From an optimization exercise on the open Yosys and OpenROAD flow, aimed at small area, a short achievable clock period and few clock cycles; shortcuts taken in it are not production practice. Where RTL was checked, it was by simulation tests only, not by an equivalence proof against the original. Power and IR drop assume default switching activity.

== the reference run ==
// ww_enc
module ww_enc #(
    parameter W = 32               
) (
    input  wire        clk,
    input  wire        rst,
    input  wire        in_valid,
    output wire        in_ready,
    input  wire [2:0]  in_op,
    input  wire        in_end,
    input  wire [31:0] in_data,
    output wire        out_valid,
    input  wire        out_ready,
    output wire [7:0]  out_data
);
    localparam [2:0] OP_ASCII = 3'd0,
                     OP_UTF8  = 3'd1,
                     OP_RAW   = 3'd2,
                     OP_SYM   = 3'd3,
                     OP_ALIGN = 3'd4;
    localparam C16 = 4,            
               C13 = 3,            
               C11 = 2,            
               C8  = 1,            
               C7  = 0;            
    reg         r_v;
    reg  [2:0]  r_op;
    reg         r_end;
    reg  [31:0] r_d;               
    reg         r_big;             
    reg         r_mid;             
    reg         r_byte;            
    reg  [1:0]  r_ph;              
    reg  [4:0]  r_c;               
    reg  [4:0]  r_lmax;            
    reg         in_value;          
    reg         x_v;
    reg  [15:0] x_chunk;           
    reg  [4:0]  x_len;             
    reg         x_wait;            
    reg  [W-1:0] q;
    reg  [5:0]   n;
    reg  [5:0]   m;
    reg          ov;               
    reg  [4:0]   rc;               
    wire first = !in_value;
    wire [3:0]  tx_len  = r_d[22:19];
    wire [10:0] tx_code = r_d[18:8];
    wire is_asc = (r_op == OP_ASCII);
    wire is_utf = (r_op == OP_UTF8);
    wire is_raw = (r_op == OP_RAW);
    wire is_sym = (r_op == OP_SYM);
    wire is_aln = r_op[2];
    reg  [3:0]  b_len;
    reg  [10:0] b_code;
    always @(*) begin
        b_len  = tx_len;
        b_code = tx_code;
        if (is_raw) begin
            b_len  = (r_end || r_d[7:0] != 8'd0) ? 4'd8 : 4'd0;
  ...
Size in the first run: about 1500 cells after synthesis, roughly 130 flip-flops, roughly 50 I/O pins, roughly 0.010 mm^2 of cells after synthesis.
export LEC_CHECK = 0
export ABC_AREA = 1
export CAP_MARGIN = 20
export CORE_MARGIN = 2
export CORE_UTILIZATION = 60
export CTS_BUF_LIST = sky130_fd_sc_hd__clkbuf_4 sky130_fd_sc_hd__clkbuf_8
export CTS_CLUSTER_SIZE = 40
export SETUP_SLACK_MARGIN = 3.4
export SLEW_MARGIN = 20
export SYNTH_HIERARCHICAL = 1
export SYNTH_MEMORY_MAX_BITS = 16384
export TNS_END_PERCENT = 10
create_clock -name core_clock -period 6.0 [get_ports {clk}]
run.sh (not shown) runs the stock make flow with config.mk's settings and CLKGATE_MAP_FILE= SYNTH_SCRIPT=/design/flow/synth_recipe.tcl, a recipe that flattens the netlist after the stock synthesis.
Testbench counts of the reference run, summed over its fixed seeds: cycles 7,403.
Inputs modified between the reference run and the trial run:
diff --git a/flow/config.mk b/flow/config.mk
--- a/flow/config.mk
+++ b/flow/config.mk
@@ -13,3 +13,3 @@
 export CTS_CLUSTER_SIZE = 40
-export SETUP_SLACK_MARGIN = 3.4
+export SETUP_SLACK_MARGIN = 3.1
 export SLEW_MARGIN = 20
==> results.txt <==
In the tables for the trial run and the reference run, detailed-routed wire length on met3 reads higher with the reference run. When the trial run is measured against the reference run, its multi-input combinational cell area turns out 210 um^2 lower. Compared with the reference run, in the trial run wire length of the first global-routing pass went down, post-route clock skew grew by 4.0 ps, fraction of standard cell area in multi-input logic now sits higher, count of clock-buffer cells in the layout now sits higher.


Another version of the RTL of ww_enc (not shown whole).
For scale: about 1,400 cells after synthesis, roughly 120 flip-flops, about 50 I/O pins, ~9600 um^2 of cells after synthesis.
==> flow/config.mk <==
export PLATFORM = sky130hd
export DESIGN_NAME = ww_enc
export DESIGN_NICKNAME = ww_enc
export VERILOG_FILES = /design/flow/design.v
export SDC_FILE = /design/flow/constraint.sdc
export NUM_CORES = 4
export LEC_CHECK = 0
export ABC_AREA = 1
export CAP_MARGIN = 20
export CORE_MARGIN = 2
export CORE_UTILIZATION = 60
export SETUP_SLACK_MARGIN = 2.6
export SLEW_MARGIN = 20
export SYNTH_HIERARCHICAL = 1
export SYNTH_MEMORY_MAX_BITS = 16384
export TNS_END_PERCENT = 10
==> flow/constraint.sdc <==
create_clock -name core_clock -period 6.0 [get_ports {clk}]
set_input_delay 1.2000 -clock core_clock [delete_from_list [all_inputs] [get_ports {clk}]]
set_output_delay 1.2000 -clock core_clock [all_outputs]
set_load 0.01 [all_outputs]
The first run completed without violations.
Testbench counts at the start, summed over its fixed seeds: cycles 7,403.
Edit:
Settings changed: CTS_BUF_LIST from default to sky130_fd_sc_hd__clkbuf_4 sky130_fd_sc_hd__clkbuf_8, CTS_CLUSTER_SIZE from default to 40.
=> The changed run finished clean. Worst hold slack improved by 0.0046 ns. First-iteration DRC count went down by 0.62%. Routed wire length went down by 0.73%. Sequential power stays flat. Via count barely changes. Global-route usage went down by 0.23 points. Sequential share of layout area went up by 0.48 points.


Setup of main:
ww_enc, a different RTL version from the one above (not shown whole).
Size in the first run: ~130 flip-flops, roughly 50 I/O pins, ~0.010 mm^2 of cells after synthesis.
// ww_enc
module ww_enc #(
    parameter W = 34               
) (
    input  wire        clk,
    input  wire        rst,
    input  wire        in_valid,
    output wire        in_ready,
    input  wire [2:0]  in_op,
    input  wire        in_end,
    input  wire [31:0] in_data,
    output wire        out_valid,
    input  wire        out_ready,
    output wire [7:0]  out_data
);
Settings: LEC_CHECK=0, ABC_AREA=1, CAP_MARGIN=20, CORE_MARGIN=2, CORE_UTILIZATION=60, SETUP_SLACK_MARGIN=2.0, SLEW_MARGIN=20, SYNTH_HIERARCHICAL=1, SYNTH_MEMORY_MAX_BITS=16384; clock period 6.0 ns.
What the feature branch does differently from main at the input level:
-- flow/config.mk --
<<< main, line 12
export SETUP_SLACK_MARGIN = 2.0
>>> the feature branch, line 12
export SETUP_SLACK_MARGIN = 3.0
### Flow results
- rs[4] as the worst setup path endpoint was reported by the feature branch, and in_ready by main.
- The feature branch vs main: instance area after placement up slightly
- Met3 track demand over resource in global routing: main and the feature branch compared, higher one is the feature branch
- Compared with main, the feature branch shows a higher area of combinational cells with multiple inputs.
- Going from main to the feature branch, ratio of final minimum period to clock period went down, total power went up, power attributed to the clock group climbed about 6%, global-route wire length before repair went up 4.4%.
Function was not checked in any run of this note: the RTL went through the layout flow alone.


Another version of the RTL of ww_enc (not shown whole).
For scale: roughly 120 flip-flops, ~9500 um^2 of cells after synthesis.
==> flow/design.v (excerpt) <==
module ww_enc #(
    parameter W = 34               
) (
    input  wire        clk,
    input  wire        rst,
    input  wire        in_valid,
    output wire        in_ready,
    input  wire [2:0]  in_op,
    input  wire        in_end,
    input  wire [31:0] in_data,
    output wire        out_valid,
    input  wire        out_ready,
    output wire [7:0]  out_data
);
    localparam [2:0] OP_ASCII = 3'd0,
                     OP_UTF8  = 3'd1,
                     OP_RAW   = 3'd2,
                     OP_SYM   = 3'd3,
                     OP_ALIGN = 3'd4;
    reg         r_v;
    reg  [2:0]  r_op;
    reg         r_end;
    reg  [31:0] r_d;
    reg         r_hi, r_mid, r_lo;  
    reg         r_part;            
    reg         in_value;          
    reg         x_v;
    reg  [21:0] x_chunk;           
    reg  [4:0]  x_len;             
    reg         x_wait;            
    reg  [W-1:0] q;
    reg  [5:0]   n;
    reg  [5:0]   m;
    wire first = !in_value;
    wire [3:0]  asc_len;
    wire [10:0] asc_code;
    wire [3:0]  fbc_len;
    wire [10:0] fbc_code;
    ww_asc_code u_asc (.sym(r_d[6:0]), .len(asc_len), .code(asc_code));
    ww_fbc_code u_fbc (.sym(r_d[7:0]), .len(fbc_len), .code(fbc_code));
    wire is_asc = (r_op == OP_ASCII);
    wire is_utf = (r_op == OP_UTF8);
    wire is_raw = (r_op == OP_RAW);
  ...
export LEC_CHECK = 0
export ABC_CLOCK_PERIOD_IN_PS = 2500
export CAP_MARGIN = 20
export CORE_MARGIN = 2
export CORE_UTILIZATION = 40
export SETUP_SLACK_MARGIN = 3.5
export SLEW_MARGIN = 20
export SYNTH_HIERARCHICAL = 1
export SYNTH_MEMORY_MAX_BITS = 16384
create_clock -name core_clock -period 6.0 [get_ports {clk}]
The first run passed the timing, DRC and antenna checks.
Then changed:
ABC_AREA = 1   (was unset)
ABC_CLOCK_PERIOD_IN_PS = unset   (was 2500)
Outcome: Area after synthesis is higher by 2.1%. Setup slack gains 0.12 ns. Routed wire length is higher by 1.7%. Utilization is lower by 0.53 points. Synthesized cell count is higher by 30%. Final area is about the same. Die area is higher by 2.0%. Via count is higher by 6.5%. Clock power is higher by about 6%. Maximum frequency is higher by 2.8%.
No run of this note included a check of the RTL's function; only the layout flow was run.


Setup of before:
Another version of the RTL of ww_enc (not shown whole).
For scale: ~120 flip-flops, ~50 I/O pins.
==> flow/design.v (excerpt) <==
module ww_enc #(
    parameter W = 32               
) (
    input  wire        clk,
    input  wire        rst,
    input  wire        in_valid,
    output wire        in_ready,
    input  wire [2:0]  in_op,
    input  wire        in_end,
    input  wire [31:0] in_data,
    output wire        out_valid,
    input  wire        out_ready,
    output wire [7:0]  out_data
);
clock: 6.0 ns
lec_check: 0
abc_area: 1
cap_margin: 20
core_margin: 2
core_utilization: 60
cts_buf_list: sky130_fd_sc_hd__clkbuf_4 sky130_fd_sc_hd__clkbuf_8
cts_cluster_size: 40
setup_slack_margin: 2.9
slew_margin: 20
synth_hierarchical: 1
synth_memory_max_bits: 16384
tns_end_percent: 10
Testbench counts of before, summed over its fixed seeds: cycles 7,403.
Inputs modified between before and after:
- a change of SETUP_SLACK_MARGIN from 2.9 to 3.2
[summary]
Looking at the reports, after completed the entire flow and the layout it produced met the timing, DRC and antenna checks.
Going from before to after, routed wire length shows an increase of about 2.6%, overall power shows no meaningful change, cell area shows an increase of 0.94%, clock buffer count in the final layout shows a reduction of 5.
Multi-input gate area in the final layout delta for after relative to before: 0.99% higher


Setup of run D:
ww_enc, a different RTL version from the one above (not shown whole).
Size: about 1500 cells after synthesis, about 140 flip-flops, roughly 50 I/O pins, roughly 11000 sq um of cells after synthesis.
## ww_enc
module ww_enc #(
    parameter W = 38               
) (
    input  wire        clk,
    input  wire        rst,
    input  wire        in_valid,
    output wire        in_ready,
    input  wire [2:0]  in_op,
    input  wire        in_end,
    input  wire [31:0] in_data,
    output wire        out_valid,
    input  wire        out_ready,
    output wire [7:0]  out_data
);
make LEC_CHECK=0 ABC_AREA=1 CAP_MARGIN=20 CORE_MARGIN=2 CORE_UTILIZATION=40 SETUP_SLACK_MARGIN=3.5 SLEW_MARGIN=20 SYNTH_HIERARCHICAL=1 SYNTH_MEMORY_MAX_BITS=16384 finish   # period 6.0 ns
Looking at the reports, run D completed the entire flow and the layout it produced met the timing, DRC and antenna checks.
> inputs changed (run D -> run A)
- ABC_AREA no longer set, was 1
- ABC_CLOCK_PERIOD_IN_PS now 2500, previously not set
--- outcome ---
- Initial core utilization: run A vs run D up 0.22 points
- Of the two candidates, run D has the worse first-iteration DRC count and run A the better one.
- When run A is set beside run D, its final clock period utilization by the worst path turns out to be 2.6 points larger.
- Met2 usage in global routing: run A vs run D up 3.6 points
- Run D ended up with edfxtp_1 as its slowest cell on the critical path; run A ended up with a222oi_1.
No run of this note included a check of the RTL's function; only the layout flow was run.

[port drivers added, routing unchanged]
The flow's constraints put no driver on any port. The routed layouts listed below were extracted and timed again, unchanged, in two steps. Step 1: set_driving_cell puts a clkbuf_16 on clk and a buf_2 on each other input, an assumption about the parent block. Step 2 moves the port delays by t, midway between the first and last clock arrival at a register: inputs arrive t later, outputs are due t later. That takes back most of the time a late clock gives input paths. Slacks: ideal / step 1 / step 2; pairs: ideal / step 1.
| run | shift t [ns] | slack for setup (ns) | worst setup path after step 2 | worst slew at a driven data input, ns | cell pins on the clock port's net |
|---|---|---|---|---|---|
| the reference run | 0.496 | 3.142 / 3.099 / 2.696 | input to register | 0.05 | 1 |
| the trial run | 0.480 | 2.964 / 2.923 / 2.634 | input to register | 0.04 | 1 |
| the first run of note 2 | 0.467 | 2.578 / 2.578 / 2.529 | input to register | 0.09 | 1 |
| the second run of note 2 | 0.490 | 2.601 / 2.601 / 2.548 | input to register | 0.09 | 1 |
| main | 0.467 | 2.192 / 2.143 / 2.388 | register to register | 0.04 | 1 |
| the feature branch | 0.476 | 2.691 / 2.691 / 2.691 | register to register | 0.04 | 1 |
| the first run of note 4 | 0.457 | 1.679 / 1.679 / 1.679 | register to register | 0.04 | 1 |
| the second run of note 4 | 0.469 | 1.795 / 1.795 / 1.795 | register to register | 0.04 | 1 |
| before | 0.483 | 2.768 / 2.732 / 2.327 | input to register | 0.04 | 1 |
| after | 0.493 | 2.904 / 2.865 / 2.541 | input to register | 0.04 | 1 |
| run D | 0.463 | 2.814 / 2.769 / 2.878 | input to register | 0.03 | 1 |
| run A | 0.474 | 2.657 / 2.609 / 2.537 | input to register | 0.03 | 1 |
After both steps every run listed still meets setup and hold. The setup slack of the reference run, which loses most, moves by -0.043 ns with the drivers and by -0.446 ns with both steps.
